Context: an optimization exercise on an open-source flow, tuned for small area, a short achievable clock period and few clock cycles per item. The choices shown serve that exercise and are no tape-out recipe. Only simulation tests tie the RTL to the original design; equivalence was not proved.

==> yarrow <==
Design xlate_unit, start of the top module:
module xlate_unit (
    input  wire        clk,
    input  wire        rst,      
    input  wire        start,    
    input  wire [31:0] rate,     
    output reg         ready,
    output reg         done,     
    output reg         err,      
    output wire [31:0] full,
    output wire [31:0] half
);
clock: 10.0 ns
lec_check: 0
cap_margin: 20
core_margin: 2
core_utilization: 40
slew_margin: 20
standard.sh (not shown) runs the stock make flow with config.mk's settings and CLKGATE_MAP_FILE= SYNTH_SCRIPT=/design/flow/synth_recipe.tcl, a recipe that flattens the netlist after the stock synthesis.
==> flow/flow/run.sh <==
#!/bin/bash
set -euo pipefail
bash standard.sh \
  SETUP_SLACK_MARGIN=6.8 \
  BUFFER_PORTS_ARGS="-buffer_cell sky130_fd_sc_hd__buf_1" \
  finish > standard.log 2>&1
==> xenon (differences from yarrow) <==
--- a/flow/design.v
+++ b/flow/design.v
@@ -10,13 +10,13 @@
     output wire [31:0] half
 );
     localparam [29:0] NM1 = 30'd999999999;    
     localparam [30:0] NM2 = {NM1, 1'b0};
     reg        busy;         
     reg        ini;          
-    reg [31:0] d;            
+    reg [30:0] d;            
     reg [4:0]  cnt;          
     reg        nb;           
     reg [29:0] fq;           
     reg [29:0] hq;           
     assign full = {2'b00, fq};
     assign half = {3'b000, hq[28:0]};
@@ -37,76 +37,68 @@
         if (d[30]) begin
             c0  = 5'd0;
             nb0 = NM1[0];
             r0  = NM1 >> 1;
         end
     end
-    wire bad = d[31] | (d[30:0] == 31'd0);
+    wire bad  = rate[31] | (rate[30:0] == 31'd0);
+    wire take = ~busy & start;
     wire [30:0] rem_sh = {hq, nb};
-    wire [30:0] diff;
-    wire        fits;
-    sub31 u_sub (.a(rem_sh), .b(d[30:0]), .diff(diff), .co(fits));
+    wire [30:0] rem_nx;      
+    wire        fits;        
+    rstep u_step (.a(rem_sh), .b(d), .y(rem_nx), .fits(fits));
     wire        last   = (cnt == 5'd0);
     wire [28:0] hinc   = fq[28:0] + 29'd1;
     always @(posedge clk) begin
         if (~busy)
-            d <= rate;
+            d <= rate[30:0];
         if (ini) begin
             cnt <= c0;
             nb  <= nb0;
         end else begin
             cnt <= cnt - 5'd1;
             nb  <= NM2[cnt];
         end
     end
     always @(posedge clk) begin
+        err <= take & bad;
         if (rst) begin
             busy  <= 1'b0;
             ready <= 1'b1;
             ini   <= 1'b0;
             done  <= 1'b0;
             fq    <= 30'd0;
             hq    <= 30'd0;
         end else begin
-            done <= 1'b0;
+            done <= take & bad;
+            ini  <= take & ~bad;
             if (~busy) begin
-                if (start) begin
+                if (start & ~bad) begin
                     busy  <= 1'b1;
                     ready <= 1'b0;
-                    ini   <= 1'b1;
                 end
             end else if (ini) begin
-                ini <= 1'b0;
-                if (bad) begin
-                    busy  <= 1'b0;
-                    ready <= 1'b1;
-                    done  <= 1'b1;
-                    err   <= 1'b1;
-                end else begin
-                    fq <= 30'd0;
-                    hq <= r0;
-                end
+                fq <= 30'd0;
+                hq <= r0;
             end else if (last) begin
                 hq    <= {1'b0, hinc};
                 fq    <= fits ? {hinc, 1'b0} : {fq[28:0], 1'b1};
                 busy  <= 1'b0;
                 ready <= 1'b1;
                 done  <= 1'b1;
-                err   <= 1'b0;
             end else begin
-                hq <= fits ? diff[29:0] : rem_sh[29:0];
+                hq <= rem_nx[29:0];
                 fq <= {fq[28:0], fits};
             end
         end
     end
 endmodule
-module sub31(input [30:0] a, input [30:0] b, output [30:0] diff, output co);
+module rstep(input [30:0] a, input [30:0] b, output [30:0] y, output fits);
     wire [30:0] g = a & ~b;
     wire [30:0] p = a | ~b;
-    wire [30:0] t = a ^ ~b;
-    wire gl0 = g[0] | p[0];
+    wire gl0 = p[0];
     wire G0 = g[1] | (p[1] & gl0);
     wire G1 = g[3] | (p[3] & g[2]);
     wire P1 = p[3] & p[2];
     wire G2 = g[5] | (p[5] & g[4]);
     wire P2 = p[5] & p[4];
     wire G3 = g[7] | (p[7] & g[6]);
@@ -175,39 +167,39 @@
     wire G46 = g[20] | (p[20] & G28);
     wire G47 = g[22] | (p[22] & G34);
     wire G48 = g[24] | (p[24] & G26);
     wire G49 = g[26] | (p[26] & G35);
     wire G50 = g[28] | (p[28] & G29);
     wire G51 = g[30] | (p[30] & G36);
-    assign diff[0] = ~t[0];
-    assign diff[1] = t[1] ^ gl0;
-    assign diff[2] = t[2] ^ G0;
-    assign diff[3] = t[3] ^ G37;
-    assign diff[4] = t[4] ^ G15;
-    assign diff[5] = t[5] ^ G38;
-    assign diff[6] = t[6] ^ G30;
-    assign diff[7] = t[7] ^ G39;
-    assign diff[8] = t[8] ^ G22;
-    assign diff[9] = t[9] ^ G40;
-    assign diff[10] = t[10] ^ G31;
-    assign diff[11] = t[11] ^ G41;
-    assign diff[12] = t[12] ^ G27;
-    assign diff[13] = t[13] ^ G42;
-    assign diff[14] = t[14] ^ G32;
-    assign diff[15] = t[15] ^ G43;
-    assign diff[16] = t[16] ^ G25;
-    assign diff[17] = t[17] ^ G44;
-    assign diff[18] = t[18] ^ G33;
-    assign diff[19] = t[19] ^ G45;
-    assign diff[20] = t[20] ^ G28;
-    assign diff[21] = t[21] ^ G46;
-    assign diff[22] = t[22] ^ G34;
-    assign diff[23] = t[23] ^ G47;
-    assign diff[24] = t[24] ^ G26;
-    assign diff[25] = t[25] ^ G48;
-    assign diff[26] = t[26] ^ G35;
-    assign diff[27] = t[27] ^ G49;
-    assign diff[28] = t[28] ^ G29;
-    assign diff[29] = t[29] ^ G50;
-    assign diff[30] = t[30] ^ G36;
-    assign co = G51;
+    assign fits = G51;
+    assign y[0] = a[0] ^ (fits & b[0]);
+    assign y[1] = a[1] ^ (fits & ~(b[1] ^ gl0));
+    assign y[2] = a[2] ^ (fits & ~(b[2] ^ G0));
+    assign y[3] = a[3] ^ (fits & ~(b[3] ^ G37));
+    assign y[4] = a[4] ^ (fits & ~(b[4] ^ G15));
+    assign y[5] = a[5] ^ (fits & ~(b[5] ^ G38));
+    assign y[6] = a[6] ^ (fits & ~(b[6] ^ G30));
+    assign y[7] = a[7] ^ (fits & ~(b[7] ^ G39));
+    assign y[8] = a[8] ^ (fits & ~(b[8] ^ G22));
+    assign y[9] = a[9] ^ (fits & ~(b[9] ^ G40));
+    assign y[10] = a[10] ^ (fits & ~(b[10] ^ G31));
+    assign y[11] = a[11] ^ (fits & ~(b[11] ^ G41));
+    assign y[12] = a[12] ^ (fits & ~(b[12] ^ G27));
+    assign y[13] = a[13] ^ (fits & ~(b[13] ^ G42));
+    assign y[14] = a[14] ^ (fits & ~(b[14] ^ G32));
+    assign y[15] = a[15] ^ (fits & ~(b[15] ^ G43));
+    assign y[16] = a[16] ^ (fits & ~(b[16] ^ G25));
+    assign y[17] = a[17] ^ (fits & ~(b[17] ^ G44));
+    assign y[18] = a[18] ^ (fits & ~(b[18] ^ G33));
+    assign y[19] = a[19] ^ (fits & ~(b[19] ^ G45));
+    assign y[20] = a[20] ^ (fits & ~(b[20] ^ G28));
+    assign y[21] = a[21] ^ (fits & ~(b[21] ^ G46));
+    assign y[22] = a[22] ^ (fits & ~(b[22] ^ G34));
+    assign y[23] = a[23] ^ (fits & ~(b[23] ^ G47));
+    assign y[24] = a[24] ^ (fits & ~(b[24] ^ G26));
+    assign y[25] = a[25] ^ (fits & ~(b[25] ^ G48));
+    assign y[26] = a[26] ^ (fits & ~(b[26] ^ G35));
+    assign y[27] = a[27] ^ (fits & ~(b[27] ^ G49));
+    assign y[28] = a[28] ^ (fits & ~(b[28] ^ G29));
+    assign y[29] = a[29] ^ (fits & ~(b[29] ^ G50));
+    assign y[30] = a[30] ^ (fits & ~(b[30] ^ G36));
 endmodule
==> flow/flow/run.sh (replaced) <==
#!/bin/bash
set -euo pipefail
bash standard.sh \
  SETUP_SLACK_MARGIN=7.0 \
  BUFFER_PORTS_ARGS="-buffer_cell sky130_fd_sc_hd__buf_1" \
  finish > standard.log 2>&1
==> flow/config.mk (replaced) <==
export PLATFORM = sky130hd
export DESIGN_NAME = xlate_unit
export DESIGN_NICKNAME = xlate_unit
export VERILOG_FILES = /design/flow/design.v
export SDC_FILE = /design/flow/constraint.sdc
export NUM_CORES = 4
export LEC_CHECK = 0
export ABC_AREA = 1
export CAP_MARGIN = 20
export CORE_MARGIN = 2
export CORE_UTILIZATION = 40
export SLEW_MARGIN = 20
export TNS_END_PERCENT = 10
==> delta (differences from yarrow) <==
--- a/flow/design.v
+++ b/flow/design.v
@@ -10,13 +10,13 @@
     output wire [31:0] half
 );
     localparam [29:0] NM1 = 30'd999999999;    
     localparam [30:0] NM2 = {NM1, 1'b0};
     reg        busy;         
     reg        ini;          
-    reg [31:0] d;            
+    reg [30:0] d;            
     reg [4:0]  cnt;          
     reg        nb;           
     reg [29:0] fq;           
     reg [29:0] hq;           
     assign full = {2'b00, fq};
     assign half = {3'b000, hq[28:0]};
@@ -37,76 +37,68 @@
         if (d[30]) begin
             c0  = 5'd0;
             nb0 = NM1[0];
             r0  = NM1 >> 1;
         end
     end
-    wire bad = d[31] | (d[30:0] == 31'd0);
+    wire bad  = rate[31] | (rate[30:0] == 31'd0);
+    wire take = ~busy & start;
     wire [30:0] rem_sh = {hq, nb};
-    wire [30:0] diff;
-    wire        fits;
-    sub31 u_sub (.a(rem_sh), .b(d[30:0]), .diff(diff), .co(fits));
+    wire [30:0] rem_nx;      
+    wire        fits;        
+    rstep u_step (.a(rem_sh), .b(d), .y(rem_nx), .fits(fits));
     wire        last   = (cnt == 5'd0);
     wire [28:0] hinc   = fq[28:0] + 29'd1;
     always @(posedge clk) begin
         if (~busy)
-            d <= rate;
+            d <= rate[30:0];
         if (ini) begin
             cnt <= c0;
             nb  <= nb0;
         end else begin
             cnt <= cnt - 5'd1;
             nb  <= NM2[cnt];
         end
     end
     always @(posedge clk) begin
+        err <= take & bad;
         if (rst) begin
             busy  <= 1'b0;
             ready <= 1'b1;
             ini   <= 1'b0;
             done  <= 1'b0;
             fq    <= 30'd0;
             hq    <= 30'd0;
         end else begin
-            done <= 1'b0;
+            done <= take & bad;
+            ini  <= take & ~bad;
             if (~busy) begin
-                if (start) begin
+                if (start & ~bad) begin
                     busy  <= 1'b1;
                     ready <= 1'b0;
-                    ini   <= 1'b1;
                 end
             end else if (ini) begin
-                ini <= 1'b0;
-                if (bad) begin
-                    busy  <= 1'b0;
-                    ready <= 1'b1;
-                    done  <= 1'b1;
-                    err   <= 1'b1;
-                end else begin
-                    fq <= 30'd0;
-                    hq <= r0;
-                end
+                fq <= 30'd0;
+                hq <= r0;
             end else if (last) begin
                 hq    <= {1'b0, hinc};
                 fq    <= fits ? {hinc, 1'b0} : {fq[28:0], 1'b1};
                 busy  <= 1'b0;
                 ready <= 1'b1;
                 done  <= 1'b1;
-                err   <= 1'b0;
             end else begin
-                hq <= fits ? diff[29:0] : rem_sh[29:0];
+                hq <= rem_nx[29:0];
                 fq <= {fq[28:0], fits};
             end
         end
     end
 endmodule
-module sub31(input [30:0] a, input [30:0] b, output [30:0] diff, output co);
+module rstep(input [30:0] a, input [30:0] b, output [30:0] y, output fits);
     wire [30:0] g = a & ~b;
     wire [30:0] p = a | ~b;
-    wire [30:0] t = a ^ ~b;
-    wire gl0 = g[0] | p[0];
+    wire gl0 = p[0];
     wire G0 = g[1] | (p[1] & gl0);
     wire G1 = g[3] | (p[3] & g[2]);
     wire P1 = p[3] & p[2];
     wire G2 = g[5] | (p[5] & g[4]);
     wire P2 = p[5] & p[4];
     wire G3 = g[7] | (p[7] & g[6]);
@@ -175,39 +167,39 @@
     wire G46 = g[20] | (p[20] & G28);
     wire G47 = g[22] | (p[22] & G34);
     wire G48 = g[24] | (p[24] & G26);
     wire G49 = g[26] | (p[26] & G35);
     wire G50 = g[28] | (p[28] & G29);
     wire G51 = g[30] | (p[30] & G36);
-    assign diff[0] = ~t[0];
-    assign diff[1] = t[1] ^ gl0;
-    assign diff[2] = t[2] ^ G0;
-    assign diff[3] = t[3] ^ G37;
-    assign diff[4] = t[4] ^ G15;
-    assign diff[5] = t[5] ^ G38;
-    assign diff[6] = t[6] ^ G30;
-    assign diff[7] = t[7] ^ G39;
-    assign diff[8] = t[8] ^ G22;
-    assign diff[9] = t[9] ^ G40;
-    assign diff[10] = t[10] ^ G31;
-    assign diff[11] = t[11] ^ G41;
-    assign diff[12] = t[12] ^ G27;
-    assign diff[13] = t[13] ^ G42;
-    assign diff[14] = t[14] ^ G32;
-    assign diff[15] = t[15] ^ G43;
-    assign diff[16] = t[16] ^ G25;
-    assign diff[17] = t[17] ^ G44;
-    assign diff[18] = t[18] ^ G33;
-    assign diff[19] = t[19] ^ G45;
-    assign diff[20] = t[20] ^ G28;
-    assign diff[21] = t[21] ^ G46;
-    assign diff[22] = t[22] ^ G34;
-    assign diff[23] = t[23] ^ G47;
-    assign diff[24] = t[24] ^ G26;
-    assign diff[25] = t[25] ^ G48;
-    assign diff[26] = t[26] ^ G35;
-    assign diff[27] = t[27] ^ G49;
-    assign diff[28] = t[28] ^ G29;
-    assign diff[29] = t[29] ^ G50;
-    assign diff[30] = t[30] ^ G36;
-    assign co = G51;
+    assign fits = G51;
+    assign y[0] = a[0] ^ (fits & b[0]);
+    assign y[1] = a[1] ^ (fits & ~(b[1] ^ gl0));
+    assign y[2] = a[2] ^ (fits & ~(b[2] ^ G0));
+    assign y[3] = a[3] ^ (fits & ~(b[3] ^ G37));
+    assign y[4] = a[4] ^ (fits & ~(b[4] ^ G15));
+    assign y[5] = a[5] ^ (fits & ~(b[5] ^ G38));
+    assign y[6] = a[6] ^ (fits & ~(b[6] ^ G30));
+    assign y[7] = a[7] ^ (fits & ~(b[7] ^ G39));
+    assign y[8] = a[8] ^ (fits & ~(b[8] ^ G22));
+    assign y[9] = a[9] ^ (fits & ~(b[9] ^ G40));
+    assign y[10] = a[10] ^ (fits & ~(b[10] ^ G31));
+    assign y[11] = a[11] ^ (fits & ~(b[11] ^ G41));
+    assign y[12] = a[12] ^ (fits & ~(b[12] ^ G27));
+    assign y[13] = a[13] ^ (fits & ~(b[13] ^ G42));
+    assign y[14] = a[14] ^ (fits & ~(b[14] ^ G32));
+    assign y[15] = a[15] ^ (fits & ~(b[15] ^ G43));
+    assign y[16] = a[16] ^ (fits & ~(b[16] ^ G25));
+    assign y[17] = a[17] ^ (fits & ~(b[17] ^ G44));
+    assign y[18] = a[18] ^ (fits & ~(b[18] ^ G33));
+    assign y[19] = a[19] ^ (fits & ~(b[19] ^ G45));
+    assign y[20] = a[20] ^ (fits & ~(b[20] ^ G28));
+    assign y[21] = a[21] ^ (fits & ~(b[21] ^ G46));
+    assign y[22] = a[22] ^ (fits & ~(b[22] ^ G34));
+    assign y[23] = a[23] ^ (fits & ~(b[23] ^ G47));
+    assign y[24] = a[24] ^ (fits & ~(b[24] ^ G26));
+    assign y[25] = a[25] ^ (fits & ~(b[25] ^ G48));
+    assign y[26] = a[26] ^ (fits & ~(b[26] ^ G35));
+    assign y[27] = a[27] ^ (fits & ~(b[27] ^ G49));
+    assign y[28] = a[28] ^ (fits & ~(b[28] ^ G29));
+    assign y[29] = a[29] ^ (fits & ~(b[29] ^ G50));
+    assign y[30] = a[30] ^ (fits & ~(b[30] ^ G36));
 endmodule
==> flow/flow/run.sh (replaced) <==
#!/bin/bash
set -euo pipefail
bash standard.sh \
  SETUP_SLACK_MARGIN=7.0 \
  BUFFER_PORTS_ARGS="-buffer_cell sky130_fd_sc_hd__buf_1" \
  finish > standard.log 2>&1
--- a/flow/config.mk
+++ b/flow/config.mk
@@ -6,6 +6,7 @@
 export NUM_CORES = 4
 export LEC_CHECK = 0
 export CAP_MARGIN = 20
 export CORE_MARGIN = 2
 export CORE_UTILIZATION = 40
 export SLEW_MARGIN = 20
+export TNS_END_PERCENT = 10
==> impl_metrics.env <==
export IMPL_power_total_w=0.00133
export IMPL_met3_usage_pct=2.87
export IMPL_largest_register_ffs=31
export IMPL_outcome="timing/DRC/antenna clean"
(the above is from xenon)
==> impl_metrics.env <==
export IMPL_outcome="timing/DRC/antenna clean"
export IMPL_met3_usage_pct=3.81
export IMPL_power_total_w=0.00140
export IMPL_avgSynthCellArea_um2=7.59
export IMPL_rows=51
export IMPL_dr_first_iter_drc_count=805
export IMPL_drc=0
export IMPL_largest_register_ffs=31
(the above is from delta)
==> impl_metrics.env <==
export IMPL_met3_usage_pct=3.64
export IMPL_clockPowerShare_pct=25.3
export IMPL_outcome="timing/DRC/antenna clean"
export IMPL_largest_register_ffs=32
export IMPL_power_total_w=0.00161
(the above is from yarrow)
Testbench counts of yarrow, summed over its fixed seeds: cycles 53,932, items 3,200.
Testbench counts of xenon, summed over its fixed seeds: cycles 53,932, items 3,200.
Testbench counts of delta, summed over its fixed seeds: cycles 53,932, items 3,200.

-- static timing again, ports no longer ideal --
Ports are ideal in the flow. The routed layouts listed here were re-timed in OpenROAD.
Step 1 sets driving cells, clkbuf_16 on the clock port and buf_2 on the other inputs (assumed; they add their load-dependent delay and slew).
Step 2 times the ports against the registers' clock, not the clock port: input delays grow and output delays shrink by t, the midpoint of the rising clock arrivals with the driver on.
a / b / c = no drivers / after step 1 / after step 2; a / b = the first two.
| run | shift t [ns] | slack for setup (ns) | worst data-port slew with drivers (ns) |
|---|---|---|---|
| yarrow | 0.410 | 6.696 / 6.696 / 6.454 | 0.05 |
| xenon | 0.412 | 6.862 / 6.871 / 6.459 | 0.05 |
| delta | 0.407 | 6.844 / 6.844 / 6.579 | 0.03 |
After both steps every run listed still meets setup and hold. The setup slack of xenon, which loses most, moves by +0.009 ns with the drivers and by -0.403 ns with both steps.
